From an optimization exercise on the open Yosys and OpenROAD flow, aimed at small area and a short achievable clock period; shortcuts taken in it are not production practice. At most, simulation tests tie the RTL to the original design; equivalence was not proved. For run 1, only the layout was checked, not whether the RTL still works. Power figures rest on the tool's default switching activity, not on a simulated workload.

$ cat flow/design.v
module dfbridge (
    input  wire        clk,
    input  wire        rst,           
    input  wire        cmd_valid,
    input  wire [15:0] cmd,
    output wire        cmd_ready,
    output reg         rsp_valid,
    output reg  [15:0] rsp,
    input  wire        evt_valid,
    input  wire [15:0] evt,
    output reg         miso_valid,
    output reg  [7:0]  miso,
    output reg         utx_valid,
    output reg  [7:0]  utx,
    output reg         busy
);
    reg [7:0] mem0 [0:63];
    reg [7:0] mem1 [0:63];
    reg [6:0] head0, tail0, head1, tail1;     
    reg       wv0, wv1;               
    reg [7:0] wdat0, wdat1;           
    reg [7:0] spi_rxd, spi_txd;
    reg       spi_rxavail, spi_txv, spi_reqpend;
    reg       spi_en, spi_rxie;              
    wire      spi_reqie = spi_rxie;
    reg [7:0] uart_rxd, uart_txd;
    reg       uart_rxavail, uart_fe_cur, uart_or_cur, uart_txfull;
    reg       uart_en, uart_rxie, uart_txrdy_ie;
    reg       gie;
    reg [2:0] clpc;
    reg [6:0] flg;
    reg [7:0] cnt [0:6];
    reg [6:0] cinc;                   
    wire [7:0] cnt_eff [0:6];
    genvar gc;
    generate
        for (gc = 0; gc < 7; gc = gc + 1) begin : ceff
            assign cnt_eff[gc] = (cinc[gc] && cnt[gc] != 8'hFF) ? inc8(cnt[gc]) : cnt[gc];
        end
    endgenerate
    function [7:0] inc8;
        input [7:0] a;
        integer k;
        reg c;
        begin
            c = 1'b1;
            for (k = 0; k < 8; k = k + 1) begin
                inc8[k] = a[k] ^ c;
                c = c & a[k];
            end
        end
    endfunction
    function [7:0] dec8;
        input [7:0] a;
        integer k;
        reg c;
        begin
            c = 1'b1;
            for (k = 0; k < 8; k = k + 1) begin
                dec8[k] = a[k] ^ c;
                c = c & ~a[k];
            end
        end
    endfunction
    wire [6:0] head0_i = inc8({1'b0, head0});
    wire [6:0] head1_i = inc8({1'b0, head1});
    wire [6:0] tail0_i = inc8({1'b0, tail0});
    wire [6:0] tail1_i = inc8({1'b0, tail1});
    wire [6:0] count0 = head0 - tail0;
    wire [6:0] count1 = head1 - tail1;
    wire       nz0   = head0 != tail0;
    wire       nz1   = head1 != tail1;
    wire       full0 = head0 == {~tail0[6], tail0[5:0]};
    wire       full1 = head1 == {~tail1[6], tail1[5:0]};
    wire [63:0] tsel0 = 64'd1 << tail0[5:0];
    wire [63:0] tsel1 = 64'd1 << tail1[5:0];
    reg  [7:0]  mrd0, mrd1;
    integer j;
    always @(*) begin
        mrd0 = 8'h00;
        mrd1 = 8'h00;
        for (j = 0; j < 64; j = j + 1) begin
            mrd0 = mrd0 | (mem0[j] & {8{tsel0[j]}});
            mrd1 = mrd1 | (mem1[j] & {8{tsel1[j]}});
        end
    end
    wire [7:0] rd0   = (wv0 && head0 == tail0_i) ? wdat0 : mrd0;
    wire [7:0] rd1   = (wv1 && head1 == tail1_i) ? wdat1 : mrd1;
    wire [3:0] pend = {uart_en & ~uart_txfull, uart_rxavail, spi_reqpend, spi_rxavail};
    wire [3:0] ie   = {uart_txrdy_ie, uart_rxie, spi_reqie, spi_rxie};
    wire [3:0] rdy  = pend & ie;
    reg        irq;                           
    wire [3:0] ivec = {rdy[3] & ~rdy[2] & ~rdy[1] & ~rdy[0],
                       rdy[2] & ~rdy[1] & ~rdy[0],
                       rdy[1] & ~rdy[0],
                       rdy[0]};
    wire [3:0] pollc = pend & ~ie;
    reg        ready_r;                       
    assign cmd_ready = ready_r;
    wire host = cmd_valid & ~irq;
    wire tick = ~cmd_valid & ~irq;
    wire [7:0] op  = cmd[15:8];
    wire [7:0] imm = cmd[7:0];
    wire       z   = imm == 8'h00;
    wire c_sei   = op == 8'h01 && z;
    wire c_cli   = op == 8'h02 && z;
    wire c_push0 = op == 8'h10;
    wire c_push1 = op == 8'h18;
    wire c_pop0  = op == 8'h11 && z;
    wire c_pop1  = op == 8'h19 && z;
    wire c_len0  = op == 8'h12 && z;
    wire c_len1  = op == 8'h1A && z;
    wire c_cap   = (op == 8'h13 || op == 8'h1B) && z;
    wire c_full0 = op == 8'h14 && z;
    wire c_full1 = op == 8'h1C && z;
    wire c_emp0  = op == 8'h15 && z;
    wire c_emp1  = op == 8'h1D && z;
    wire c_sinit = op == 8'h20 && imm[7:3] == 5'd0;
    wire c_sei_s = op == 8'h21 && z;
    wire c_ssend = op == 8'h22;
    wire c_savl  = op == 8'h23 && z;
    wire c_serr  = op == 8'h24 && z;
    wire c_srecv = op == 8'h25 && z;
    wire c_uinit = op == 8'h28 && !imm[7] && imm[5:4] != 2'b11;
    wire c_uei   = op == 8'h29 && z;
    wire c_usend = op == 8'h2A;
    wire c_uavl  = op == 8'h2B && z;
    wire c_uerr  = op == 8'h2C && z;
    wire c_urecv = op == 8'h2D && z;
    wire c_flow  = op == 8'h30 && z;
    wire c_scan  = op == 8'h31 && z;
    wire c_poll  = op == 8'h32 && imm[7:2] == 6'd0;
    wire c_dcnt  = op == 8'h40 && imm[7:3] == 5'd0 && imm[2:0] != 3'd7;
    wire c_dflg  = op == 8'h41 && z;
    wire c_dstat = op == 8'h42 && z;
    wire c_dpend = op == 8'h43 && z;
    wire c_nop   = op == 8'h00 && z;
    wire c_legal = c_nop | c_sei | c_cli | c_push0 | c_push1 | c_pop0 | c_pop1 |
                   c_len0 | c_len1 | c_cap | c_full0 | c_full1 | c_emp0 | c_emp1 |
                   c_sinit | c_sei_s | c_ssend | c_savl | c_serr | c_srecv |
                   c_uinit | c_uei | c_usend | c_uavl | c_uerr | c_urecv |
                   c_flow | c_scan | c_poll | c_dcnt | c_dflg | c_dstat | c_dpend;
    wire tk0 = clpc == 3'd0;
    wire tk1 = clpc == 3'd1;
    wire tkp = clpc[2] | clpc[1];                  
    wire [3:0] tk_pv = {clpc[2] & clpc[0], clpc[2] & ~clpc[0],
                        ~clpc[2] & clpc[0], ~clpc[2] & ~clpc[0]};
    wire [3:0] c_pv  = {imm[1] & imm[0], imm[1] & ~imm[0], ~imm[1] & imm[0], ~imm[1] & ~imm[0]};
    wire do_flow = (host & c_flow) | (tick & tk0);
    wire do_scan = (host & c_scan) | (tick & tk1);
    wire [3:0] run = ({4{irq}} & ivec) |
                     ({4{tick & tkp}} & tk_pv & pollc) |
                     ({4{host & c_poll}} & c_pv & pollc);
    wire push0_req = run[0] | (host & c_push0);
    wire [7:0] push0_d = run[0] ? spi_rxd : imm;
    wire push0 = push0_req & ~full0;
    wire pop0_isr0 = run[0] & uart_en & ~uart_txfull;
    wire pop0_isr3 = run[3] & nz0;
    wire pop0_host = host & c_pop0 & nz0;
    wire pop0 = pop0_isr0 | pop0_isr3 | pop0_host;
    wire [7:0] pv0 = (run[0] & ~nz0) ? spi_rxd : rd0;
    wire push1_req = (run[2] & ~uart_fe_cur & ~uart_or_cur) | (host & c_push1);
    wire [7:0] push1_d = run[2] ? uart_rxd : imm;
    wire push1 = push1_req & ~full1;
    wire isr1_load = run[1] & ~spi_txv;
    wire pop1 = (isr1_load | (host & c_pop1)) & nz1;
    wire s_ssend_ok = host & c_ssend & spi_en & ~spi_txv;
    wire s_usend_ok = host & c_usend & uart_en & ~uart_txfull;
    wire       m_spi_en   = spi_en | (host & c_sinit);
    wire       m_spi_txv  = spi_txv | run[1] | s_ssend_ok;
    wire [7:0] m_spi_txd  = s_ssend_ok ? imm : isr1_load ? (nz1 ? rd1 : 8'hFF) : spi_txd;
    wire       m_spi_rxav = spi_rxavail & ~run[0] & ~(host & c_srecv);
    wire       m_uart_en  = uart_en | (host & c_uinit);
    wire       m_txfull   = uart_txfull | pop0_isr0 | pop0_isr3 | s_usend_ok;
    wire [7:0] m_uart_txd = s_usend_ok ? imm : (pop0_isr0 | pop0_isr3) ? pv0 : uart_txd;
    wire       urx_clr    = run[2] | (host & c_urecv);
    wire       m_urxav    = uart_rxavail & ~urx_clr;
    wire       m_fe       = uart_fe_cur & ~urx_clr;
    wire       m_or       = uart_or_cur & ~urx_clr;
    wire [6:0] m_flg_set = {1'b0, 1'b0, 1'b0,
                            (host & c_pop1 & ~nz1) | (isr1_load & ~nz1),
                            push1_req & full1,
                            host & c_pop0 & ~nz0,
                            push0_req & full0};
    wire [6:0] m_flg = do_scan ? 7'd0 : (flg | m_flg_set);
    wire [7:0] eop = evt[15:8];
    wire e_sel   = evt_valid && eop == 8'h80 && evt[7:0] == 8'h00 && m_spi_en && !m_spi_txv;
    wire e_xfer  = evt_valid && eop == 8'h81 && m_spi_en;
    wire e_rx    = evt_valid && eop[7:1] == 7'b1000001 && m_uart_en;
    wire e_txd   = evt_valid && eop == 8'h84 && evt[7:0] == 8'h00 && m_uart_en && m_txfull;
    wire n_gie         = (gie | (host & c_sei)) & ~(host & c_cli);
    wire n_spi_rxie    = spi_rxie | (host & c_sei_s & spi_en);
    wire n_uart_rxie   = uart_rxie | (host & c_uei & uart_en);
    wire n_txrdy_ie    = (uart_txrdy_ie | (run[0] & push0)) & ~(run[3] & ~nz0);
    wire n_spi_rxav    = m_spi_rxav | e_xfer;
    wire n_spi_reqpend = (spi_reqpend & ~run[1]) | e_sel | e_xfer;
    wire n_txfull      = m_txfull & ~e_txd;
    wire n_urxav       = m_urxav | e_rx;
    wire n_irq = n_gie & ((n_spi_rxav & n_spi_rxie) | (n_spi_reqpend & n_spi_rxie) |
                          (n_urxav & n_uart_rxie) | (m_uart_en & ~n_txfull & n_txrdy_ie));
    wire flow_hi = count0 > 7'd48;
    wire flow_lo = count0 < 7'd16;
    wire m_busy  = flow_hi ? 1'b1 : flow_lo ? 1'b0 : busy;
    wire notready = (c_sei_s & ~spi_en) | (c_ssend & (~spi_en | spi_txv)) |
                    (c_srecv & ~spi_rxavail) | (c_uei & ~uart_en) |
                    (c_usend & (~uart_en | uart_txfull)) | (c_urecv & ~uart_rxavail);
    wire popnone  = (c_pop0 & ~nz0) | (c_pop1 & ~nz1);
    wire [7:0] r_data =
        ({8{c_push0}} & {7'd0, ~full0}) |
        ({8{c_push1}} & {7'd0, ~full1}) |
        ({8{c_pop0 & nz0}} & rd0) |
        ({8{c_pop1 & nz1}} & rd1) |
        ({8{c_len0}} & {1'b0, count0}) |
        ({8{c_len1}} & {1'b0, count1}) |
        ({8{c_cap}} & 8'h40) |
        ({8{c_full0}} & {7'd0, full0}) |
        ({8{c_full1}} & {7'd0, full1}) |
        ({8{c_emp0}} & {7'd0, ~nz0}) |
        ({8{c_emp1}} & {7'd0, ~nz1}) |
        ({8{c_savl}} & {7'd0, spi_rxavail}) |
        ({8{c_serr}} & {2'b00, flg[6], 5'd0}) |
        ({8{c_srecv & spi_rxavail}} & spi_rxd) |
        ({8{c_uavl}} & {7'd0, uart_rxavail}) |
        ({8{c_uerr}} & {2'b00, flg[5], flg[4], 2'b00, uart_or_cur, uart_fe_cur}) |
        ({8{c_urecv & uart_rxavail}} & uart_rxd) |
        ({8{c_flow}} & {7'd0, m_busy}) |
        ({8{c_scan | c_dflg}} & {1'b0, flg}) |
        ({8{c_poll}} & {7'd0, |(c_pv & pollc)}) |
        ({8{c_dcnt}} & cnt_eff[imm[2:0]]) |
        ({8{c_dstat}} & {uart_en, spi_en, spi_txv, uart_txfull, nz1, uart_txrdy_ie, busy, gie}) |
        ({8{c_dpend}} & {ie, pend});
    wire [15:0] r = {{6{~c_legal}}, ~c_legal | notready, ~c_legal | popnone, r_data};
    genvar g;
    generate
        for (g = 0; g < 64; g = g + 1) begin : row
            always @(posedge clk) begin
                if (wv0 && head0[5:0] == ((g + 1) % 64)) mem0[g] <= wdat0;
                if (wv1 && head1[5:0] == ((g + 1) % 64)) mem1[g] <= wdat1;
            end
        end
    endgenerate
    always @(posedge clk) begin
        wdat0 <= push0_d;
        wdat1 <= push1_d;
        rsp   <= r;
        miso  <= m_spi_txv ? m_spi_txd : 8'hFF;
        if (e_xfer) spi_rxd <= evt[7:0];
        spi_txd  <= m_spi_txd;
        if (e_rx) uart_rxd <= evt[7:0];
        uart_txd <= m_uart_txd;
        utx   <= m_uart_txd & {8{e_txd}};   
    end
    integer i;
    always @(posedge clk) begin
        if (rst) begin
            head0 <= 7'd0; tail0 <= 7'd0; wv0 <= 1'b0;
            head1 <= 7'd0; tail1 <= 7'd0; wv1 <= 1'b0;
            spi_rxavail <= 1'b0; spi_txv <= 1'b0; spi_reqpend <= 1'b0;
            spi_en <= 1'b0; spi_rxie <= 1'b0;
            uart_rxavail <= 1'b0; uart_fe_cur <= 1'b0; uart_or_cur <= 1'b0; uart_txfull <= 1'b0;
            uart_en <= 1'b0; uart_rxie <= 1'b0; uart_txrdy_ie <= 1'b0;
            gie <= 1'b0; irq <= 1'b0; ready_r <= 1'b1; busy <= 1'b0; clpc <= 3'd0; flg <= 7'd0;
            for (i = 0; i < 7; i = i + 1) cnt[i] <= 8'd0;
            cinc <= 7'd0;
            rsp_valid <= 1'b0; miso_valid <= 1'b0; utx_valid <= 1'b0;
        end else begin
            wv0 <= push0;
            if (push0) head0 <= head0_i;
            if (pop0)  tail0 <= tail0_i;
            wv1 <= push1;
            if (push1) head1 <= head1_i;
            if (pop1)  tail1 <= tail1_i;
            gie <= n_gie;
            irq <= n_irq;
            ready_r <= ~n_irq;
            if (do_flow) busy <= m_busy;
            if (tick) clpc <= (clpc == 3'd5) ? 3'd0 : clpc + 3'd1;
            spi_en <= m_spi_en;
            spi_rxie <= n_spi_rxie;
            spi_txv <= m_spi_txv & ~e_xfer;
            spi_rxavail <= n_spi_rxav;
            spi_reqpend <= n_spi_reqpend;
            uart_en <= m_uart_en;
            uart_rxie <= n_uart_rxie;
            uart_txfull <= n_txfull;
            uart_rxavail <= n_urxav;
            uart_fe_cur <= e_rx ? evt[8] : m_fe;
            uart_or_cur <= m_or | (e_rx & m_urxav);
            uart_txrdy_ie <= n_txrdy_ie;
            flg <= m_flg | {e_xfer & m_spi_rxav, e_rx & m_urxav, e_rx & evt[8], 1'b0, 1'b0, 1'b0, 1'b0}
                         | {3'b000, e_xfer & ~m_spi_txv, 3'b000};
            for (i = 0; i < 7; i = i + 1) cnt[i] <= cnt_eff[i];
            cinc <= do_scan ? flg : 7'd0;
            rsp_valid  <= host;
            miso_valid <= e_xfer;
            utx_valid  <= e_txd;
        end
    end
endmodule
$ cat flow/flow/run.sh
#!/bin/bash
set -euo pipefail
bash standard.sh SETUP_SLACK_MARGIN=6.6 \
  "CTS_ARGS=-sink_clustering_enable -repair_clock_nets -sink_clustering_size 24 -sink_clustering_max_diameter 80 -buf_list sky130_fd_sc_hd__clkbuf_16 -dont_use_dummy_load" \
  finish > flow_make.log 2>&1
$ cat flow/standard.sh
#!/bin/bash
# synth_recipe.tcl (not shown) runs the flow's synth.tcl, then flattens the netlist and writes it again
# the make line also repeats each setting of config.mk as NAME=value (left out here)
make -C /OpenROAD-flow-scripts/flow DESIGN_CONFIG=/design/flow/config.mk WORK_HOME=/design/flow/orfs CLKGATE_MAP_FILE= SYNTH_SCRIPT=/design/flow/synth_recipe.tcl "${@:-finish}"
$ cat flow/config.mk
export PLATFORM = sky130hd
export DESIGN_NAME = dfbridge
export DESIGN_NICKNAME = dfbridge
export VERILOG_FILES = /design/flow/design.v
export SDC_FILE = /design/flow/constraint.sdc
export NUM_CORES = 4
export LEC_CHECK = 0
export ABC_AREA = 1
export CAP_MARGIN = 20
export CORE_MARGIN = 2
export CORE_UTILIZATION = 45
export SLEW_MARGIN = 20
$ cat flow/constraint.sdc
create_clock -name core_clock -period 10.0 [get_ports {clk}]
set_input_delay 2.0000 -clock core_clock [delete_from_list [all_inputs] [get_ports {clk}]]
set_output_delay 2.0000 -clock core_clock [all_outputs]
set_load 0.01 [all_outputs]
==> impl_metrics.toml, run 1 <==
[pwr]
static-leakage-power_nw = 22.4
p_per_area_nw_per_um2 = 146
irDropWorstVdd_v = 0.000123

[setup_path]
cp_common_cell = "nor2_1"
cp_slowest_cell = "dfxtp_4"
crit_arrival_ps = 3930
critPathBufInv = 2
max_stage_delay_ps = 640
required_ps = 10540
path_delay_family = "simple AND/OR/NAND/NOR gates"
criticalPathCategory = "flip-flop to flip-flop"
cp-start-kind = "flip-flop"
critPathMaxFanout = 32
end_kind = "flip-flop"
path_cells = "inv_6 -> buf_6 -> nand3_2 -> nor2_1 -> nor2_1 -> nand3_1 -> nor3_1 -> nand2_1 -> nor2_1 -> nand2_1 -> o211ai_1 -> nand3_1"

[timing]
fin_crit_ps = 3380
maxSlewHeadroom_pct = 19.1
slew_violations = 0
setup_viol = 0
timing_hold_violations_final = 0
worst_pin_slew_ps = 1210
post-route-period-util_pct = 33.8
rsz0062_at_grt = "yes"
max_freq_ghz = 0.296
finalSetupTns_ps = 0
fin_skew_ps = 101
setup_ws_ps = 6620

[layout]
design_area_um2 = 58300
nets = 5356
drive_above_1_share_pct = 8.08
syn_to_final_growth_pct = 9.22

[synthesis]
ys.flop_type = "edfxtp_1"
avgSynthCellArea_um2 = 10.3
synth_top_cell_area_share_pct = 58.5
seq_area_frac_synth_pct = 65.3
synthTopCellsByArea = "edfxtp_1 (58%), nand2_1 (8.8%), dfxtp_1 (6.8%), nor2_1 (5.2%), nand4_1 (5.1%)"
synth_edf_count = 1040
yosysMostFrequentCell = "nand2_1"
synth_area_um2 = 53400
synth_warnings = 4
yosysUniqueCellTypes = 54
synth_common_cells = "nand2_1 (1247), edfxtp_1 (1040), nor2_1 (735), inv_1 (469), nand4_1 (439)"
async_flop_share_pct = 0
ys_ff_latch = 1221
netlist_instances = 5177
syn_nets = 5309
yosysTopAreaCell = "edfxtp_1"

[floorplanning]
start_util_pct = 45.3
rows = 126
coreArea_um2 = 118000
die_x_um = 348
io_pins = 73
die_height_um = 348
dieArea_um2 = 121000

[clocking]
cts-root-buf = "clkbuf_16"
cts_tree = "yes"
clkTransAtPathRegs_ps = 100
htree_levels = 3
clkLatencyLatePin_ps = 690
cts_sinks = 1221
cts_buffers = 66
clk_path_buf_depth = 3

[drt]
drc = 0
drtIter0Drc = 4905
antenna_left = 0
wire_per_inst_um = 25.3
routed_wl_um = 171000
first_pass_iters = 6
num_vias = 38900
vias_per_cell = 5.76

[status]
outcome = "no timing/DRC/antenna violations"

[job]
drv_cap = 0

[placed_design]
gp_congestion = 0.987
place_ws_ps = 4630
io_buffers = 72
place.detailed.hpwl_um = 113000
post_dp_cell_area_um2 = 55700

[global_routing]
grt_max_degree = 177
grt_pass1_vias = 36000
grt_pass1_wl_um = 248000
overflow = 0
grt_util_all_layers_pct = 27.7
antenna_found_initial = 1

[hold_path]
hold_class = "flip-flop to flip-flop"
[path summary, 6_finish.rpt]
check,from,to,slack (ps),depth (start not counted)
min reg2reg,clpc[1],clpc[1],480,2
max,tail1[4],rsp[7],6620,12
min,clpc[1],clpc[1],480,2
max reg2reg,tail1[4],rsp[7],6620,12
[stage by stage]
| stage | hold WS (ps) | instances | power (W) | util, % |
|---|---|---|---|---|
| finish | 476 | 6759 | 0.00849 | 49.4 |
| global route | 494 | 6758 | 0.00867 | 49.4 |
| CTS | 477 | 6736 | 0.00851 | 49.1 |
| detailed placement | 464 | 6643 | 0.00580 | 47.2 |
| global placement | 455 | 6643 | 0.00580 | 47.2 |
| floorplan | 421 | 5177 | 0.00571 | - |
[final cells by class]
type                            instances  area [um^2]
Inverter                              485         1840
Multi-Input combinational cell       3273        16300
Clock buffer                           66         1650
Fill cell                           10800        59600
Sequential cell                      1221        34900
Timing Repair Buffer                  177         1630
Antenna cell                            1         2.50
Tap cell                             1536         1920
[state kept, by name, indices dropped and copies added, names as in the netlist, 3 cells and up]
register / cells
cinc: 7
tail0: 7
head1: 7
flg: 7
head0: 7
utx: 8
clpc: 3
uart_txd: 8
mem0: 512
miso: 8
wdat1: 8
tail1: 7
spi_rxd: 8
cnt: 56
spi_txd: 8
rsp: 11
uart_rxd: 8
wdat0: 8
mem1: 512
[what timing repair did]
action | in CTS | in global routing
hold buffers | 0 | 0
gates cloned | 3 | 2
resized for setup | 173 | 97
pin swaps | 22 | 17
setup buffers | 24 | 19
endpoints found under the setup margin | 173 | 109
[power by group]
group | switching [W] | internal (W) | total [W]
Sequential | 0.00000474 | 0.00551 | 0.00552
Clock | 0.00162 | 0.00118 | 0.00280
Combinational | 0.000141 | 0.0000317 | 0.000173
[worst reg2reg max path, stage by stage (launching register included)]
cell and delay, ps:
dfxtp_4 640, inv_6 270, buf_6 330, nand3_2 240, nor2_1 70, nor2_1 150, nand3_1 150, nor3_1 270
nand2_1 90, nor2_1 250, nand2_1 250, o211ai_1 390, nand3_1 140
[kinds of logic after synthesis]
group                      count (synthesis)  share of synthesized area (%)
muxes                                      2                         0.0375
and+or+nand+nor                         2849                           23.7
xor gates and xnor gates                  25                          0.424
AOI/OAI and AO/OA                        298                           3.07
buffers and inverters                    686                           5.21
DFF                                     1221                           65.3
adders and majority gates                 96                           2.28
[placed cells by master, fill, tap and decap left out, drive strengths merged, types with 80 or more instances in the layout]
master | netlist | layout
nand3 | 282 | 283
inv | 481 | 478
nand2 | 1252 | 1253
buf | 140 | 109
edfxtp | 1040 | 1040
o21ai | 150 | 150
a21oi | 80 | 80
nand4 | 441 | 441
nor2 | 756 | 757
ha | 94 | 94
dfxtp | 181 | 181
[per-layer routing]
layer  part of all wire, %  GRT usage, %  vias up  wire (um)
li1                      -             -    17800          -
met1                    43          40.4    18800      72800
met2                    44          41.6     1997      74800
met3                    10          5.44      284      17600
met4                   3.4          8.70        2       5760
met5                0.0088             0        -         15
==> inputs of run 2 (changes only) <==
--- a/flow/design.v
+++ b/flow/design.v
@@ -18,7 +18,7 @@
     reg [7:0] mem1 [0:63];
     reg [6:0] head0, tail0, head1, tail1;     
     reg       wv0, wv1;               
-    reg [7:0] wdat0, wdat1;           
+    reg [7:0] wdat;                   
     reg [7:0] spi_rxd, spi_txd;
     reg       spi_rxavail, spi_txv, spi_reqpend;
     reg       spi_en, spi_rxie;              
@@ -72,20 +72,10 @@
     wire       nz1   = head1 != tail1;
     wire       full0 = head0 == {~tail0[6], tail0[5:0]};
     wire       full1 = head1 == {~tail1[6], tail1[5:0]};
-    wire [63:0] tsel0 = 64'd1 << tail0[5:0];
-    wire [63:0] tsel1 = 64'd1 << tail1[5:0];
-    reg  [7:0]  mrd0, mrd1;
-    integer j;
-    always @(*) begin
-        mrd0 = 8'h00;
-        mrd1 = 8'h00;
-        for (j = 0; j < 64; j = j + 1) begin
-            mrd0 = mrd0 | (mem0[j] & {8{tsel0[j]}});
-            mrd1 = mrd1 | (mem1[j] & {8{tsel1[j]}});
-        end
-    end
-    wire [7:0] rd0   = (wv0 && head0 == tail0_i) ? wdat0 : mrd0;
-    wire [7:0] rd1   = (wv1 && head1 == tail1_i) ? wdat1 : mrd1;
+    wire [7:0] mrd0 = mem0[tail0[5:0]];
+    wire [7:0] mrd1 = mem1[tail1[5:0]];
+    wire [7:0] rd0   = (wv0 && head0 == tail0_i) ? wdat : mrd0;
+    wire [7:0] rd1   = (wv1 && head1 == tail1_i) ? wdat : mrd1;
     wire [3:0] pend = {uart_en & ~uart_txfull, uart_rxavail, spi_reqpend, spi_rxavail};
     wire [3:0] ie   = {uart_txrdy_ie, uart_rxie, spi_reqie, spi_rxie};
     wire [3:0] rdy  = pend & ie;
@@ -152,7 +142,6 @@
                      ({4{tick & tkp}} & tk_pv & pollc) |
                      ({4{host & c_poll}} & c_pv & pollc);
     wire push0_req = run[0] | (host & c_push0);
-    wire [7:0] push0_d = run[0] ? spi_rxd : imm;
     wire push0 = push0_req & ~full0;
     wire pop0_isr0 = run[0] & uart_en & ~uart_txfull;
     wire pop0_isr3 = run[3] & nz0;
@@ -160,7 +149,6 @@
     wire pop0 = pop0_isr0 | pop0_isr3 | pop0_host;
     wire [7:0] pv0 = (run[0] & ~nz0) ? spi_rxd : rd0;
     wire push1_req = (run[2] & ~uart_fe_cur & ~uart_or_cur) | (host & c_push1);
-    wire [7:0] push1_d = run[2] ? uart_rxd : imm;
     wire push1 = push1_req & ~full1;
     wire isr1_load = run[1] & ~spi_txv;
     wire pop1 = (isr1_load | (host & c_pop1)) & nz1;
@@ -234,14 +222,13 @@
     generate
         for (g = 0; g < 64; g = g + 1) begin : row
             always @(posedge clk) begin
-                if (wv0 && head0[5:0] == ((g + 1) % 64)) mem0[g] <= wdat0;
-                if (wv1 && head1[5:0] == ((g + 1) % 64)) mem1[g] <= wdat1;
+                if (wv0 && head0[5:0] == ((g + 1) % 64)) mem0[g] <= wdat;
+                if (wv1 && head1[5:0] == ((g + 1) % 64)) mem1[g] <= wdat;
             end
         end
     endgenerate
     always @(posedge clk) begin
-        wdat0 <= push0_d;
-        wdat1 <= push1_d;
+        wdat  <= run[0] ? spi_rxd : run[2] ? uart_rxd : imm;
         rsp   <= r;
         miso  <= m_spi_txv ? m_spi_txd : 8'hFF;
         if (e_xfer) spi_rxd <= evt[7:0];
==> flow/flow/run.sh (replaced) <==
#!/bin/bash
set -euo pipefail
bash standard.sh SETUP_SLACK_MARGIN=6.5 \
  "CTS_ARGS=-sink_clustering_enable -repair_clock_nets -sink_clustering_size 16 -sink_clustering_max_diameter 60 -buf_list sky130_fd_sc_hd__clkbuf_8 -dont_use_dummy_load" \
  finish > flow_make.log 2>&1
==> run 2 against run 1 <==
Register-to-register slack worse by 90 ps. Critical path type unchanged. Highest routed layer is now met4. Area after synthesis down 3.1%. Sequential share of layout area rose by 1.2 points. Clock-buffer cell count increased by 43. Still clean. Core utilization increased by 0.37 points.
==> impl_metrics.toml, run 2 <==
[status]
outcome = "no timing/DRC/antenna violations"

[setup_path]
path_delay_family = "simple AND/OR/NAND/NOR gates"
critPathBufInv = 3
crit_end = "miso[2]"
cp-startpoint = "tail1[0]"
required_ps = 10650
cp-start-kind = "flip-flop"
reg2reg_depth = 18
max_stage_delay_ps = 360
end_kind = "flip-flop"
criticalPathCategory = "flip-flop to flip-flop"
crit_arrival_ps = 4120
r2r_slack_ps = 6520
timing.rr.start = "tail1[0]"
cp.depth = 18
critPathMaxFanout = 12
path_cells = "ha_4 -> inv_1 -> nor2_1 -> buf_4 -> nand2_1 -> clkinvlp_4 -> nand2_1 -> nand2_1 -> nor2_1 -> nand4_1 -> nor2_4 -> nand2_1 -> nor2_4 -> nand3_1 -> nand2_1 -> nand2_1 -> nand2_1 -> nand3_1"
cp_common_cell = "nand2_1"
worstReg2RegEnd = "miso[2]"
cp_slowest_cell = "dfxtp_2"

[placed_design]
place.detailed.hpwl_um = 120000
io_buffers = 72
place_ws_ps = 4900
gp_congestion = 1.02

[drt]
drc = 0
num_vias = 37900
vias_per_cell = 5.67
drtIter0Drc = 5184
antenna_left = 0
first_pass_iters = 6
routed_wl_um = 178000
wire_per_inst_um = 26.6

[global_routing]
grt_pass1_wl_um = 250000
grt_pass1_vias = 35400
grt_util_all_layers_pct = 29.8
overflow = 0
antenna_found_initial = 2
grt_max_degree = 87

[clocking]
hold_buffers = 0
cts_buffers = 109
htree_levels = 3
clkTransAtPathRegs_ps = 90
clk_path_buf_depth = 3
cts_tree = "yes"
clkLatencyLatePin_ps = 830
cts_sinks = 1213
cts-root-buf = "clkbuf_8"

[hold_path]
hold_class = "flip-flop to flip-flop"
hold_depth = 2

[timing]
fin_skew_ps = 102
fin_crit_ps = 3480
worst_pin_slew_ps = 1180
max_freq_ghz = 0.288
setup_viol = 0
slew_violations = 0
post-route-period-util_pct = 34.8
rsz0062_at_grt = "yes"
timing_hold_violations_final = 0
finalSetupTns_ps = 0
maxSlewHeadroom_pct = 21.0
setup_ws_ps = 6520

[synthesis]
async_flop_share_pct = 0
yosysTopAreaCell = "edfxtp_1"
netlist_instances = 5009
syn_nets = 5133
synth_area_um2 = 51700
synth_common_cells = "nand2_1 (1502), edfxtp_1 (1040), nor2_1 (738), inv_1 (381), nand3_1 (320)"
synth_mux_area_share_pct = 0.174
synth_fa_ha_area_share_pct = 2.16
seq_area_frac_synth_pct = 67.1
yosysMostFrequentCell = "nand2_1"
synth_warnings = 4
ys.flop_type = "edfxtp_1"
synth_xor_xnor_area_share_pct = 0.373
synth_top_cell_area_share_pct = 60.4
synth_compound_area_share_pct = 4.12
avgSynthCellArea_um2 = 10.3
yosysUniqueCellTypes = 54
synth_edf_count = 1040
ys_ff_latch = 1213
synthSimpleGateAreaFrac_pct = 22.3
synth_top_family_by_area = "simple AND/OR/NAND/NOR gates"
synthTopCellsByArea = "edfxtp_1 (60%), nand2_1 (11%), dfxtp_1 (6.7%), nor2_1 (5.4%), nand3_1 (3.1%)"

[layout]
final_common_cell = "nand2_1"
nets = 5301
largest_registers = "mem0 (512), mem1 (512), cnt (56)"
fill_cells = 10500
drive_above_1_share_pct = 8.70
final_cell_mix = "nand2_1 (1487), edfxtp_1 (1040), nor2_1 (667)"
syn_to_final_growth_pct = 10.0

[pwr]
static-leakage-power_nw = 22.2
finalPower_w = 0.00822
p_per_area_nw_per_um2 = 145
irDropWorstVdd_v = 0.000133

[floorplanning]
rows = 124
dieArea_um2 = 118000
die_height_um = 343
die_x_um = 343
io_pins = 73
start_util_pct = 45.3
coreArea_um2 = 114000

[job]
drv_cap = 0
-- run 2: cell types whose count changed after synthesis, sizes merged, moves of 16 or more --
cell and change:
a21oi +16, buf -83, inv -92, nand2 +255, nand3 +38, nand4 -332
nor2 +16, nor3 -37, o21ai +36, o2bb2ai +16
-- run 2: kinds of logic (layout without fill, tap and decap cells) --
family,after synthesis,count (layout)
AND/OR/NAND/NOR,2799,2800
flip-flops,1213,1213
buffers and inverters,499,662
AO/OA/AOI/OAI,379,381
adder cells (fa/ha/maj),88,88
XOR/XNOR,22,22
multiplexers,9,9
other,0,1
-- run 2: power breakdown --
part / switching, W / leakage [nW] / internal [W]
logic: 0.0000949 / 10.7 / 0.0000268
clock network: 0.00161 / 0.784 / 0.000965
registers: 0.0000427 / 10.7 / 0.00548
total: 0.00175 / 22.2 / 0.00647
-- run 2: worst min-delay path by stage --
stage                     slack [ps]      end  startpoint
after CTS                        490  cinc[0]      flg[0]
after floorplan                  420  cinc[4]      flg[4]
after global routing             520  cinc[3]      flg[3]
final                            490  cinc[0]      flg[0]
after detailed placement         480  cinc[0]      flg[0]
after global placement           480  cinc[0]      flg[0]
-- run 2: layout make-up --
class | instances | area [um^2] | area share [%]
Sequential cell | 1213 | 34700 | 61.1
Multi-Input combinational cell | 3300 | 15800 | 27.8
Tap cell | 1512 | 1890 | 3.33
Inverter | 391 | 1540 | 2.71
Clock buffer | 109 | 1500 | 2.64
Timing Repair Buffer | 162 | 1420 | 2.49
Antenna cell | 1 | 2.50 | 0.00440
-- run 2: layer usage --
layer	vias up	part of all wire, %	track usage, %
li1	17200	-	-
met1	18200	39	40.0
met4	0	5.6	14.0
met5	-	0	0
met2	2122	45	46.7
met3	444	10	5.71
-- run 2: metrics by stage --
stage | std cells | hold WS, ps | utilization [%] | area (um^2)
global placement | 6533 | 477 | 47.6 | 54400
floorplan | 5009 | 421 | - | 51900
detailed placement | 6535 | 478 | 47.7 | 54400
finish | 6688 | 492 | 49.8 | 56900
global route | 6688 | 524 | 49.8 | 56900
CTS | 6668 | 492 | 49.3 | 56300
-- run 2: repair_timing --
action	CTS	global route
pin swaps	10	18
setup endpoints to repair	150	109
buffers inserted	23	15
gates resized for setup	131	134
gates cloned	1	2
-- run 2: worst reg2reg max path, cell delays in order (launching register included) --
cell	delay, ps
dfxtp_2	360
ha_4	240
inv_1	80
nor2_1	110
buf_4	250
nand2_1	240
clkinvlp_4	310
nand2_1	140
nand2_1	80
nor2_1	120
nand4_1	310
nor2_4	310
nand2_1	150
nor2_4	160
nand3_1	140
nand2_1	160
nand2_1	70
nand2_1	80
nand3_1	70
==> inputs of run 3 (changes only) <==
==> flow/flow/run.sh (replaced) <==
#!/bin/bash
set -euo pipefail
bash standard.sh SETUP_SLACK_MARGIN=6.7 \
  "CTS_ARGS=-sink_clustering_enable -repair_clock_nets -sink_clustering_size 16 -sink_clustering_max_diameter 60 -buf_list sky130_fd_sc_hd__clkbuf_8 -dont_use_dummy_load" \
  finish > flow_make.log 2>&1
==> run 3 against run 2 <==
Fmax is 4.4% higher. Still clean on timing, DRC and antenna. Clock skew shrank 18 ps. Worst setup slack gained 150 ps. Non-clock buffer count grew 62. Core utilization grew 0.94 points. Area after synthesis unchanged. Register-to-register slack better by 190 ps. Largest power group unchanged. Clock-buffer cell count is the same. Worst hold slack worse by 1.3 ps. First-iteration DRC count is 1.6% lower. Cell count rose by 0.97%.
==> impl_metrics.toml, run 3 <==
[status]
outcome = "no timing/DRC/antenna violations"

[timing]
finalSetupTns_ps = 0
fin_crit_ps = 3330
post-route-period-util_pct = 33.3
maxSlewHeadroom_pct = 11.9
fin_skew_ps = 84.6
max_freq_ghz = 0.300
setup_ws_ps = 6670
slew_violations = 0
rsz0062_at_grt = "yes"
setup_viol = 0
timing_hold_violations_final = 0
worst_pin_slew_ps = 1320

[clocking]
cts-root-buf = "clkbuf_8"
htree_levels = 3
clkTransAtPathRegs_ps = 110
clkLatencyLatePin_ps = 830
hold_buffers = 0
cts_tree = "yes"
clk_path_buf_depth = 3
cts_sinks = 1213
cts_buffers = 109

[layout]
design_area_um2 = 58000
syn_to_final_growth_pct = 12.1
largest_registers = "mem0 (512), mem1 (512), cnt (56)"
final_util_pct = 50.8
drive_above_1_share_pct = 12.7
final_common_cell = "nand2_1"
nets = 5365
final_cell_mix = "nand2_1 (1467), edfxtp_1 (1040), nor2_1 (651)"

[placed_design]
place.detailed.hpwl_um = 122000
gp_congestion = 0.982
post_dp_cell_area_um2 = 54600
place_ws_ps = 5030
io_buffers = 72

[synthesis]
synth_top_cell_area_share_pct = 60.4
async_flop_share_pct = 0
ys.flop_type = "edfxtp_1"
synthTopCellsByArea = "edfxtp_1 (60%), nand2_1 (11%), dfxtp_1 (6.7%), nor2_1 (5.4%), nand3_1 (3.1%)"
avgSynthCellArea_um2 = 10.3
synth_area_um2 = 51700
netlist_instances = 5009
synth_common_cells = "nand2_1 (1502), edfxtp_1 (1040), nor2_1 (738), inv_1 (381), nand3_1 (320)"
yosysMostFrequentCell = "nand2_1"
yosysUniqueCellTypes = 54
synth_warnings = 4
synth_edf_count = 1040
ys_ff_latch = 1213
syn_nets = 5133
yosysTopAreaCell = "edfxtp_1"
seq_area_frac_synth_pct = 67.1

[global_routing]
grt_pass1_vias = 35500
grt_util_all_layers_pct = 30.0
grt_max_degree = 95
grt_pass1_wl_um = 252000
overflow = 0
antenna_found_initial = 1

[setup_path]
r2r_slack_ps = 6710
critPathMaxFanout = 1
path_cells = "buf_6"
max_stage_delay_ps = 380
reg2reg_depth = 17
required_ps = 8000
criticalPathCategory = "flip-flop to primary output"
cp_slowest_cell = "dfxtp_4"
timing.rr.start = "tail0[1]"
path_delay_family = "flip-flops"
end_kind = "primary output"
worstReg2RegEnd = "utx[7]"
crit_arrival_ps = 1330
cp-start-kind = "flip-flop"
critPathBufInv = 1

[drt]
routed_wl_um = 182000
drc = 0
first_pass_iters = 7
wire_per_inst_um = 27.0
vias_per_cell = 5.72
antenna_left = 0
drtIter0Drc = 5103
num_vias = 38600

[floorplanning]
rows = 124
dieArea_um2 = 118000
die_height_um = 343
io_pins = 73
die_x_um = 343
coreArea_um2 = 114000
start_util_pct = 45.3

[hold_path]
min_from = "flg[1]"
holdPathEnd = "flg[1]"
hold_class = "flip-flop to flip-flop"
hold_depth = 2

[job]
drv_cap = 0

[pwr]
irDropWorstVdd_v = 0.000140
p_per_area_nw_per_um2 = 142
static-leakage-power_nw = 22.5
[run 3: cell type report]
cell class | count | area, um^2
fillers | 10400 | 56200
repair buffers | 224 | 1980
clock buffers | 109 | 1500
well taps | 1512 | 1890
multi-input cells | 3302 | 16200
diodes | 2 | 5.00
flip-flops and latches | 1213 | 34800
inverters | 391 | 1580
[run 3: kinds of logic (layout without fill, tap and decap cells)]
kind of cell               after synthesis  in the layout  share of synthesized area (%)
and+or+nand+nor                       2799           2803                           22.3
adders and majority gates               88             88                           2.16
DFF                                   1213           1213                           67.1
buffers and inverters                  499            724                           3.82
other                                    0              2                              0
xor gates and xnor gates                22             22                          0.373
AOI/OAI and AO/OA                      379            380                           4.12
muxes                                    9              9                          0.174
[run 3: where the power goes]
| group | total, W | switching [W] | internal (W) | leakage, nW |
|---|---|---|---|---|
| clock | 0.00258 | 0.00162 | 0.000965 | 0.784 |
| sequential | 0.00552 | 0.0000402 | 0.00548 | 10.8 |
| combinational | 0.000132 | 0.000102 | 0.0000309 | 11.0 |
[run 3: how the worst max path moves through the flow]
| stage | endpoint | cells after the start | start |
|---|---|---|---|
| 6_report | utx[0] | 1 | utx[0] |
| 5_1_grt | rsp[14] | 1 | rsp[10] |
| 4_1_cts | utx[0] | 1 | utx[0] |
| 3_3_place_gp | head1[6] | 13 | cmd[10] |
| 2_1_floorplan | tail0[3] | 14 | cmd[11] |
| 3_5_place_dp | head1[6] | 13 | cmd[11] |
[run 3: what timing repair did]
item,CTS,global route
resized for setup,360,203
pin swaps,18,38
endpoints found under the setup margin,154,126
hold endpoints to repair,0,0
buffers inserted,29,63
cloned,2,5
[run 3: per-stage QoR]
stage / total power, W / std cells / hold WS (ps)
after floorplan: 0.00567 / 5009 / 421
after global placement: 0.00576 / 6542 / 465
after detailed placement: 0.00576 / 6542 / 473
after CTS: 0.00825 / 6682 / 485
after global routing: 0.00841 / 6753 / 502
final: 0.00824 / 6753 / 490
[run 3: routing by layer]
metal | track usage, % | vias to the layer above | wire length (um)
met5 | 0 | - | 0
met4 | 14.4 | 0 | 10700
met3 | 4.89 | 483 | 17300
met2 | 47.5 | 2179 | 82900
met1 | 40.5 | 18600 | 71200
li1 | - | 17300 | -
==> inputs of run 4 (changes only) <==
==> flow/flow/run.sh (replaced) <==
#!/bin/bash
set -euo pipefail
bash standard.sh SETUP_SLACK_MARGIN=6.6 \
  "CTS_ARGS=-sink_clustering_enable -repair_clock_nets -sink_clustering_size 16 -sink_clustering_max_diameter 60 -buf_list sky130_fd_sc_hd__clkbuf_8 -dont_use_dummy_load" \
  finish > flow_make.log 2>&1
==> run 4 against run 3 <==
Worst setup slack got worse by 28 ps. Global-route usage is 0.63 points lower. Cell count decreased by 0.49%. Synthesized cell count did not move. Via count fell by 0.89%. First-iteration DRC count up 11%. Still clean on timing, DRC and antenna. Critical path depth is 15 higher. Sequential share of layout area increased by 0.54 points. Die area is the same. Critical endpoint is now utx[7].
==> impl_metrics.toml, run 4 <==
[synthesis]
netlist_instances = 5009
synth_edf_count = 1040
synth_top_cell_area_share_pct = 60.4
synth_common_cells = "nand2_1 (1502), edfxtp_1 (1040), nor2_1 (738), inv_1 (381), nand3_1 (320)"
ys.flop_type = "edfxtp_1"
avgSynthCellArea_um2 = 10.3
seq_area_frac_synth_pct = 67.1
async_flop_share_pct = 0
yosysMostFrequentCell = "nand2_1"
synth_area_um2 = 51700
yosysTopAreaCell = "edfxtp_1"
synthTopCellsByArea = "edfxtp_1 (60%), nand2_1 (11%), dfxtp_1 (6.7%), nor2_1 (5.4%), nand3_1 (3.1%)"
synth_warnings = 4
ys_ff_latch = 1213
syn_nets = 5133
yosysUniqueCellTypes = 54

[floorplanning]
coreArea_um2 = 114000
die_height_um = 343
die_x_um = 343
io_pins = 73
dieArea_um2 = 118000
start_util_pct = 45.3
rows = 124

[hold_path]
hold_class = "flip-flop to flip-flop"
hold_depth = 2

[global_routing]
antenna_found_initial = 1
use_met2_pct = 46.2
grt_pass1_vias = 35200
busiest_layer = "met2"
overflow = 0
grt_util_all_layers_pct = 29.4
grt_pass1_wl_um = 248000
grt_max_degree = 91
met1_usage_pct = 39.7
met3_usage_pct = 5.58

[timing]
setup_viol = 0
timing_hold_violations_final = 0
maxSlewHeadroom_pct = 18.3
fin_skew_ps = 95.9
worst_pin_slew_ps = 1220
setup_ws_ps = 6640
hold_slack_ps = 433
slew_violations = 0
post-route-period-util_pct = 33.6
max_freq_ghz = 0.298
fin_crit_ps = 3360
finalSetupTns_ps = 0
rsz0062_at_grt = "yes"

[setup_path]
max_stage_delay_ps = 570
end_kind = "flip-flop"
reg2reg_depth = 16
cp_slowest_cell = "dfxtp_1"
cp-start-kind = "flip-flop"
required_ps = 10660
cp_common_cell = "nand2_1"
critPathMaxFanout = 43
path_cells = "nor2_4 -> buf_4 -> inv_4 -> nor2_4 -> nand2_1 -> nand2_1 -> nor2_1 -> nand2_1 -> nor2_1 -> nand2_1 -> nor2_1 -> nand3_2 -> nand3_1 -> nand2_1 -> nand2_1 -> a21oi_1"
r2r_slack_ps = 6640
crit_arrival_ps = 4020
criticalPathCategory = "flip-flop to flip-flop"

[layout]
seq_area_um2 = 34800
nets = 5331
stdcell_count = 6720
drive_above_1_share_pct = 10.8
syn_to_final_growth_pct = 10.9
fill_cells = 10400
final_common_cell = "nand2_1"
final_cell_mix = "nand2_1 (1478), edfxtp_1 (1040), nor2_1 (655)"
largest_registers = "mem0 (512), mem1 (512), cnt (56)"
multi_input_area_um2 = 16000
design_area_um2 = 57400

[drt]
wire_per_inst_um = 26.3
first_pass_iters = 7
num_vias = 38300
drtIter0Drc = 5689
antenna_left = 0
drc = 0
routed_wl_um = 177000
vias_per_cell = 5.70

[status]
outcome = "no timing/DRC/antenna violations"

[clocking]
cts_buffers = 106
hold_buffers = 0
cts-root-buf = "clkbuf_8"
htree_levels = 3
clk_path_buf_depth = 3
clkLatencyLatePin_ps = 820
cts_tree = "yes"
cts_sinks = 1213
clkTransAtPathRegs_ps = 90

[pwr]
p_per_area_nw_per_um2 = 142
seqPwrFrac_pct = 67.5
p_sw_share_pct = 21.1
static-leakage-power_nw = 22.3
irDropWorstVdd_v = 0.000120
p_sw_w = 0.00173
intPower_w = 0.00645
pwr-share-clk_pct = 31.0
combinationalPowerShare_pct = 1.5

[job]
drv_cap = 0

[placed_design]
io_buffers = 72
place_ws_ps = 4970
gp_congestion = 1.02
place.detailed.hpwl_um = 118000
place_inst = 6544
post_dp_cell_area_um2 = 54500
## run 4: cell counts after synthesis
No cell type changed its count.
## run 4: final cells by class
| type | count | share of cell area, % |
|---|---|---|
| antenna | 3 | 0.0131 |
| clock buffer | 106 | 2.54 |
| inverter | 391 | 2.72 |
| multi-input combinational | 3302 | 27.8 |
| sequential | 1213 | 60.6 |
| tap | 1512 | 3.30 |
| timing repair buffer | 193 | 3.01 |
## run 4: through the flow
step           utilization (%)  total power (W)
3_3_place_gp              47.7          0.00575
3_5_place_dp              47.8          0.00575
4_1_cts                   49.6          0.00819
6_report                  50.2          0.00817
2_1_floorplan                -          0.00567
5_1_grt                   50.2          0.00835
## run 4: final timing paths
kind                               start      end
worst max-delay path            tail0[4]   utx[7]
worst max register to register  tail0[4]   utx[7]
worst min register to register    flg[2]  cinc[2]
worst min-delay path              flg[2]  cinc[2]
## run 4: cell families after synthesis
logic type | share of synthesized area [%]
buffers and inverters | 3.82
multiplexers | 0.174
flip-flops | 67.1
adder cells (fa/ha/maj) | 2.16
AND/OR/NAND/NOR | 22.3
XOR/XNOR | 0.373
AO/OA/AOI/OAI | 4.12
## run 4: timing repair
item	CTS	global route
gates cloned	2	4
pin swaps	14	21
setup endpoints to repair	152	110
buffers inserted	33	27
gates resized for setup	235	145
## run 4: critical path: cells and delay by family (launching register included)
| kind | cells | cell delay, ps |
|---|---|---|
| and+or+nand+nor | 13 | 1920 |
| buffers and inverters | 2 | 640 |
| DFF | 1 | 570 |
| AOI/OAI and AO/OA | 1 | 60 |
## run 4: power groups by stage
stage | clock, W | sequential (W) | combinational, W
after floorplan | 0 | 0.00564 | 0.0000364
after global placement | 0 | 0.00563 | 0.000118
final | 0.00253 | 0.00552 | 0.000122
after global routing | 0.00270 | 0.00552 | 0.000130
after CTS | 0.00255 | 0.00552 | 0.000119
after detailed placement | 0 | 0.00564 | 0.000119
## run 4: per-layer routing
metal	up-vias	routed length, um
met4	0	9960
met5	-	0
met3	483	18200
li1	17200	-
met1	18400	69000
met2	2175	79600
==> inputs of run 5 (changes only) <==
--- a/flow/design.v
+++ b/flow/design.v
@@ -18,6 +18,7 @@
     reg [7:0] mem1 [0:63];
     reg [6:0] head0, tail0, head1, tail1;     
     reg       wv0, wv1;               
+    reg       byp0, byp1;             
     reg [7:0] wdat;                   
     reg [7:0] spi_rxd, spi_txd;
     reg       spi_rxavail, spi_txv, spi_reqpend;
@@ -74,8 +75,8 @@
     wire       full1 = head1 == {~tail1[6], tail1[5:0]};
     wire [7:0] mrd0 = mem0[tail0[5:0]];
     wire [7:0] mrd1 = mem1[tail1[5:0]];
-    wire [7:0] rd0   = (wv0 && head0 == tail0_i) ? wdat : mrd0;
-    wire [7:0] rd1   = (wv1 && head1 == tail1_i) ? wdat : mrd1;
+    wire [7:0] rd0   = byp0 ? wdat : mrd0;
+    wire [7:0] rd1   = byp1 ? wdat : mrd1;
     wire [3:0] pend = {uart_en & ~uart_txfull, uart_rxavail, spi_reqpend, spi_rxavail};
     wire [3:0] ie   = {uart_txrdy_ie, uart_rxie, spi_reqie, spi_rxie};
     wire [3:0] rdy  = pend & ie;
@@ -240,8 +241,8 @@
     integer i;
     always @(posedge clk) begin
         if (rst) begin
-            head0 <= 7'd0; tail0 <= 7'd0; wv0 <= 1'b0;
-            head1 <= 7'd0; tail1 <= 7'd0; wv1 <= 1'b0;
+            head0 <= 7'd0; tail0 <= 7'd0; wv0 <= 1'b0; byp0 <= 1'b0;
+            head1 <= 7'd0; tail1 <= 7'd0; wv1 <= 1'b0; byp1 <= 1'b0;
             spi_rxavail <= 1'b0; spi_txv <= 1'b0; spi_reqpend <= 1'b0;
             spi_en <= 1'b0; spi_rxie <= 1'b0;
             uart_rxavail <= 1'b0; uart_fe_cur <= 1'b0; uart_or_cur <= 1'b0; uart_txfull <= 1'b0;
@@ -252,9 +253,11 @@
             rsp_valid <= 1'b0; miso_valid <= 1'b0; utx_valid <= 1'b0;
         end else begin
             wv0 <= push0;
+            byp0 <= push0 & (pop0 ? count0 == 7'd1 : !nz0);
             if (push0) head0 <= head0_i;
             if (pop0)  tail0 <= tail0_i;
             wv1 <= push1;
+            byp1 <= push1 & !nz1;
             if (push1) head1 <= head1_i;
             if (pop1)  tail1 <= tail1_i;
             gie <= n_gie;
==> flow/flow/run.sh (replaced) <==
#!/bin/bash
set -euo pipefail
bash standard.sh SETUP_SLACK_MARGIN=6.7 \
  "CTS_ARGS=-sink_clustering_enable -repair_clock_nets -sink_clustering_size 16 -sink_clustering_max_diameter 60 -buf_list sky130_fd_sc_hd__clkbuf_8 -dont_use_dummy_load" \
  finish > flow_make.log 2>&1
==> run 5 against run 4 <==
Via count fell by 0.30%. Area after synthesis barely moved. Final area grew 0.12%. Highest routed layer is now met5. Sequential share of layout area hardly changed. Combinational power is 12% higher. Largest power group unchanged. Register-to-register slack better by 60 ps.
==> impl_metrics.toml, run 5 <==
[timing]
slew_violations = 0
fin_crit_ps = 3310
timing_hold_violations_final = 0
maxSlewHeadroom_pct = 16.3
rsz0062_at_grt = "yes"
setup_viol = 0
fin_skew_ps = 152
finalSetupTns_ps = 0
max_freq_ghz = 0.303
post-route-period-util_pct = 33.1
worst_pin_slew_ps = 1250

[synthesis]
netlist_instances = 5003
yosysTopAreaCell = "edfxtp_1"
ys_ff_latch = 1215
seq_area_frac_synth_pct = 67.2
syn_nets = 5127
synth_warnings = 4
synth_area_um2 = 51700
avgSynthCellArea_um2 = 10.3
yosysMostFrequentCell = "nand2_1"
ys.flop_type = "edfxtp_1"
yosysUniqueCellTypes = 60
synth_common_cells = "nand2_1 (1631), edfxtp_1 (1040), nor2_1 (738), inv_1 (383), nand3_1 (237)"
async_flop_share_pct = 0
synth_edf_count = 1040
synth_top_cell_area_share_pct = 60.4
synthTopCellsByArea = "edfxtp_1 (60%), nand2_1 (12%), dfxtp_1 (6.8%), nor2_1 (5.4%), inv_1 (2.8%)"

[layout]
fill_cells = 10600
syn_to_final_growth_pct = 11.1
design_area_um2 = 57400
final_cell_mix = "nand2_1 (1603), edfxtp_1 (1040), nor2_1 (642)"
final_util_pct = 50.3
largest_registers = "mem0 (512), mem1 (512), cnt (56)"
final_common_cell = "nand2_1"
drive_above_1_share_pct = 12.0
nets = 5351

[placed_design]
place.detailed.hpwl_um = 128000
post_dp_cell_area_um2 = 54500
gp_congestion = 0.968
io_buffers = 72

[floorplanning]
die_x_um = 343
rows = 124
io_pins = 73
dieArea_um2 = 118000
start_util_pct = 45.3
coreArea_um2 = 114000
die_height_um = 343

[clocking]
clkLatencyLatePin_ps = 850
cts-root-buf = "clkbuf_8"
clkTransAtPathRegs_ps = 80
cts_sinks = 1215
clk_path_buf_depth = 3
htree_levels = 3
cts_tree = "yes"
cts_buffers = 104

[setup_path]
path_delay_family = "flip-flops"
max_stage_delay_ps = 410
cp_slowest_cell = "dfxtp_4"
critPathMaxFanout = 6
criticalPathCategory = "flip-flop to primary output"
cp-start-kind = "flip-flop"
required_ps = 8000
crit_arrival_ps = 1310
timing.rr.start = "tail1[4]"
cp-startpoint = "rsp[10]"
critPathBufInv = 1
end_kind = "primary output"
path_cells = "buf_6"

[hold_path]
min_from = "clpc[1]"
hold_class = "flip-flop to flip-flop"

[drt]
vias_per_cell = 5.66
num_vias = 38200
drtIter0Drc = 5327
first_pass_iters = 8
drc = 0
wire_per_inst_um = 27.4
antenna_left = 0
routed_wl_um = 185000

[pwr]
combinationalPowerShare_pct = 1.7
p_per_area_nw_per_um2 = 143
intPower_w = 0.00644
pwr-share-clk_pct = 31.0
p_sw_share_pct = 21.5
irDropWorstVdd_v = 0.000119
finalPower_w = 0.00821
p_sw_w = 0.00177
static-leakage-power_nw = 22.6
seqPwrFrac_pct = 67.4

[global_routing]
use_met2_pct = 46.0
grt_max_degree = 86
busiest_layer = "met2"
grt_util_all_layers_pct = 30.9
met1_usage_pct = 44.2
grt_pass1_wl_um = 257000
antenna_found_initial = 4
overflow = 0
met3_usage_pct = 6.18
grt_pass1_vias = 35200

[job]
drv_cap = 0

[status]
outcome = "no timing/DRC/antenna violations"
[run 5: cell count changes in the layout (fill, tap and decap cells not counted), moves of 17 or more]
| cell | before | now |
|---|---|---|
| nand4_1 | 109 | 88 |
| nor2_4 | 44 | 61 |
| buf_4 | 102 | 119 |
| buf_6 | 5 | 30 |
| o21ai_0 | 157 | 126 |
| nand3_1 | 301 | 223 |
| nand2_1 | 1478 | 1603 |
[run 5: final timing paths]
kind,to,slack [ps],depth (start not counted)
setup reg to reg,miso[7],6700,17
hold reg to reg,clpc[1],480,2
setup / recovery,rsp[15],6690,1
hold / removal,clpc[1],480,2
[run 5: kinds of logic (layout without fill, tap and decap cells)]
group	Yosys count	in the layout	synth area share (%)
fa+ha+maj	88	88	2.16
mux	11	11	0.213
simple gates	2847	2849	22.6
flops	1215	1215	67.2
buf+inv	480	699	3.71
other cells	0	3	0
compound gates	341	342	3.78
xor+xnor	21	21	0.356
[run 5: metrics by stage]
step           worst slack (ps)  hold slack (ps)  std cells
2_1_floorplan              6370              421       5003
3_3_place_gp               4760              454       6554
3_5_place_dp               4750              468       6555
4_1_cts                    6630              480       6702
5_1_grt                    6630              495       6738
6_report                   6690              477       6740
[run 5: power groups by stage]
stage | Sequential [W] | Clock [W] | Combinational (W)
after floorplan | 0.00564 | 0 | 0.0000375
after global placement | 0.00565 | 0 | 0.000120
after detailed placement | 0.00565 | 0 | 0.000121
after CTS | 0.00554 | 0.00255 | 0.000127
final | 0.00553 | 0.00254 | 0.000137
after global routing | 0.00553 | 0.00272 | 0.000144
[run 5: cell type report]
cell class / instances / area [um^2] / area share, %
multi-input cells: 3311 / 16100 / 28.0
well taps: 1512 / 1890 / 3.29
flip-flops and latches: 1215 / 34800 / 60.6
diodes: 3 / 7.51 / 0.0131
clock buffers: 104 / 1430 / 2.49
inverters: 397 / 1590 / 2.76
repair buffers: 198 / 1630 / 2.84
[run 5: timing repair]
| action | 4_1_cts | 5_1_grt |
|---|---|---|
| hold endpoints to repair | 0 | 0 |
| buffers inserted | 41 | 33 |
| pin swaps | 26 | 32 |
| gates resized for setup | 360 | 178 |
| hold buffers | 0 | 0 |
| endpoints found under the setup margin | 165 | 102 |
| cloned | 2 | 1 |
[run 5: routing by layer]
layer  vias up  share of wire [%]
met5         -              0.014
met2      2098                 43
li1      17100                  -
met1     18500                 41
met4         4                5.0
met3       426                 10
==> inputs of run 6 (changes only) <==
--- a/flow/config.mk
+++ b/flow/config.mk
@@ -9,4 +9,5 @@
 export CAP_MARGIN = 20
 export CORE_MARGIN = 2
 export CORE_UTILIZATION = 45
+export PLACE_DENSITY = 0.8
 export SLEW_MARGIN = 20
==> run 6 against run 5 <==
Clock-buffer cell count fell by 2. Clock skew rose by 4.5 ps. Flip-flop and latch count unchanged. Critical endpoint is now miso[4]. Highest routed layer unchanged. Global-route usage down 1.6 points. Still clean. Total power down 0.71%. Core utilization shrank 0.11 points. Worst hold slack got worse by 11 ps. Sequential share of layout area rose by 0.16 points. Final area decreased by 0.22%. Via count up 2.0%. Largest cell class unchanged. Combinational power about the same.
==> impl_metrics.toml, run 6 <==
[synthesis]
synthTopCellsByArea = "edfxtp_1 (60%), nand2_1 (12%), dfxtp_1 (6.8%), nor2_1 (5.4%), inv_1 (2.8%)"
ys_ff_latch = 1215
synth_warnings = 4
seq_area_frac_synth_pct = 67.2
syn_nets = 5127
yosysTopAreaCell = "edfxtp_1"
synth_top_cell_area_share_pct = 60.4
yosysMostFrequentCell = "nand2_1"
synth_common_cells = "nand2_1 (1631), edfxtp_1 (1040), nor2_1 (738), inv_1 (383), nand3_1 (237)"
yosysUniqueCellTypes = 60
synth_edf_count = 1040
async_flop_share_pct = 0
ys.flop_type = "edfxtp_1"
netlist_instances = 5003
avgSynthCellArea_um2 = 10.3
synth_area_um2 = 51700

[clocking]
clkTransAtPathRegs_ps = 100
htree_levels = 3
cts_sinks = 1215
clk_path_buf_depth = 3
cts_buffers = 102
cts-root-buf = "clkbuf_8"
clkLatencyLatePin_ps = 840
cts_tree = "yes"

[hold_path]
min_from = "flg[3]"
hold_class = "flip-flop to flip-flop"

[timing]
timing_hold_violations_final = 0
fin_crit_ps = 3410
finalSetupTns_ps = 0
fin_skew_ps = 157
slew_violations = 0
max_freq_ghz = 0.293
worst_pin_slew_ps = 1260
setup_viol = 0
rsz0062_at_grt = "yes"
maxSlewHeadroom_pct = 15.6
post-route-period-util_pct = 34.1

[pwr]
p_per_area_nw_per_um2 = 142
static-leakage-power_nw = 22.5
p_sw_w = 0.00173
intPower_w = 0.00643
seqPwrFrac_pct = 67.8
combinationalPowerShare_pct = 1.7
pwr-share-clk_pct = 30.5
p_sw_share_pct = 21.2
irDropWorstVdd_v = 0.000148

[placed_design]
io_buffers = 72
gp_congestion = 1.04
place_inst = 6543
place.detailed.hpwl_um = 122000

[layout]
nets = 5337
stdcell_count = 6726
final_common_cell = "nand2_1"
drive_above_1_share_pct = 11.6
final_cell_mix = "nand2_1 (1600), edfxtp_1 (1040), nor2_1 (662)"
syn_to_final_growth_pct = 10.9
largest_registers = "mem0 (512), mem1 (512), cnt (56)"

[global_routing]
grt_max_degree = 88
grt_pass1_wl_um = 248000
grt_pass1_vias = 36000
grt_util_all_layers_pct = 29.4
overflow = 0
antenna_found_initial = 5

[floorplanning]
die_x_um = 343
start_util_pct = 45.3
coreArea_um2 = 114000
dieArea_um2 = 118000
rows = 124
io_pins = 73
die_height_um = 343

[status]
outcome = "no timing/DRC/antenna violations"

[setup_path]
r2r_slack_ps = 6590
end_kind = "flip-flop"
timing.rr.start = "tail1[2]"
criticalPathCategory = "flip-flop to flip-flop"
critPathMaxFanout = 21
crit_arrival_ps = 4090
cp-startpoint = "tail1[2]"
required_ps = 10670
cp-start-kind = "flip-flop"

[drt]
num_vias = 38900
wire_per_inst_um = 26.2
vias_per_cell = 5.79
drc = 0
routed_wl_um = 176000
drtIter0Drc = 6097
first_pass_iters = 8
antenna_left = 0

[job]
drv_cap = 0
==> run 6: cell counts after synthesis <==
Identical to the previous run, type by type.
==> run 6: timing repair <==
| action | 4_1_cts | 5_1_grt |
|---|---|---|
| gates cloned | 2 | 2 |
| pin swaps | 17 | 31 |
| buffers inserted | 46 | 28 |
| gates resized for setup | 370 | 174 |
| hold buffers | 0 | 0 |
| endpoints found under the setup margin | 164 | 113 |
==> run 6: layer usage <==
metal / global-route usage [%] / part of all wire, % / vias up
met5: 0 / 0.0068 / -
met4: 13.4 / 5.5 / 2
met3: 6.97 / 12 / 528
met2: 45.4 / 45 / 2731
met1: 39.4 / 37 / 18600
li1: - / - / 17100
==> run 6: worst max-delay path: stages (launching register included) <==
cell and delay [ps]:
dfxtp_1 500, nor2_1 90, buf_4 250, nand3_1 300
inv_1 340, nand2_1 130, o21ai_0 90, nor2_1 280
nand3b_1 160, nor2_2 240, nand2_1 120, nor2_2 200
nand3_1 160, nand2_1 160, nand2_1 80, nand2_1 80
nand3_1 60
==> run 6: logic make-up after synthesis <==
group	synth area share, %
simple gates	22.6
flops	67.2
buf+inv	3.71
compound gates	3.78
fa+ha+maj	2.16
xor+xnor	0.356
mux	0.213
==> run 6: cell type report <==
type                            instances  area (um^2)
Fill cell                           10100        56900
Sequential cell                      1215        34800
Multi-Input combinational cell       3309        16000
Tap cell                             1512         1890
Timing Repair Buffer                  187         1600
Inverter                              397         1580
Clock buffer                          102         1400
Timing Repair inverter                  1         7.51
Antenna cell                            3         7.51
==> run 6: path summary, 6_finish.rpt <==
kind	endpoint	cells after the start
setup / recovery	miso[4]	16
hold / removal	cinc[3]	2
setup reg to reg	miso[4]	16
hold reg to reg	cinc[3]	2
==> run 6: stage by stage <==
stage	cell area (um^2)	hold slack, ps	total power, W	setup slack [ps]	utilization (%)
4_1_cts	56600	431	0.00814	6590	49.6
3_3_place_gp	54300	454	0.00576	5030	47.6
5_1_grt	57300	467	0.00832	6610	50.2
3_5_place_dp	54400	464	0.00577	5040	47.6
6_report	57300	466	0.00815	6590	50.2
2_1_floorplan	51900	421	0.00568	6370	-
==> run 6: power by group through the flow <==
stage / sequential [W] / combinational (W) / clock, W
after floorplan: 0.00564 / 0.0000375 / 0
after CTS: 0.00553 / 0.000127 / 0.00249
final: 0.00553 / 0.000136 / 0.00249
after global routing: 0.00553 / 0.000143 / 0.00265
after global placement: 0.00564 / 0.000121 / 0
after detailed placement: 0.00564 / 0.000123 / 0

-- port drivers added, routing unchanged --
Ports are ideal in the flow. The routed layouts listed here were re-timed in OpenROAD. Step 1 (the two cells are an assumption about what drives the block):
set clk [get_ports {clk}]
set_driving_cell -lib_cell sky130_fd_sc_hd__clkbuf_16 $clk
set_driving_cell -lib_cell sky130_fd_sc_hd__buf_2 [delete_from_list [all_inputs] $clk]
Step 2, shift: input delay + t, output delay - t, t = (earliest + latest rising clock arrival at the registers) / 2. This alone moves slack from input paths to output paths. Three values: ideal ports, drivers, drivers and shift; two values: the first two.
run | shift t [ns] | setup slack, ns | worst setup path after step 2 | latest minus earliest clock arrival (ns)
run 1 | 0.723 | 6.617 / 6.543 / 5.962 | input to register | 0.103 / 0.103
run 2 | 0.858 | 6.524 / 6.486 / 5.744 | input to register | 0.120 / 0.120
run 3 | 0.865 | 6.670 / 6.598 / 5.920 | input to register | 0.101 / 0.101
run 4 | 0.835 | 6.642 / 6.591 / 5.927 | input to register | 0.119 / 0.120
run 5 | 0.843 | 6.694 / 6.625 / 5.944 | input to register | 0.153 / 0.152
run 6 | 0.838 | 6.586 / 6.586 / 5.964 | input to register | 0.169 / 0.168
After both steps setup and hold are still met in every run listed. The setup slack of run 2, which loses most, moves by -0.038 ns with the drivers and by -0.780 ns with both steps.
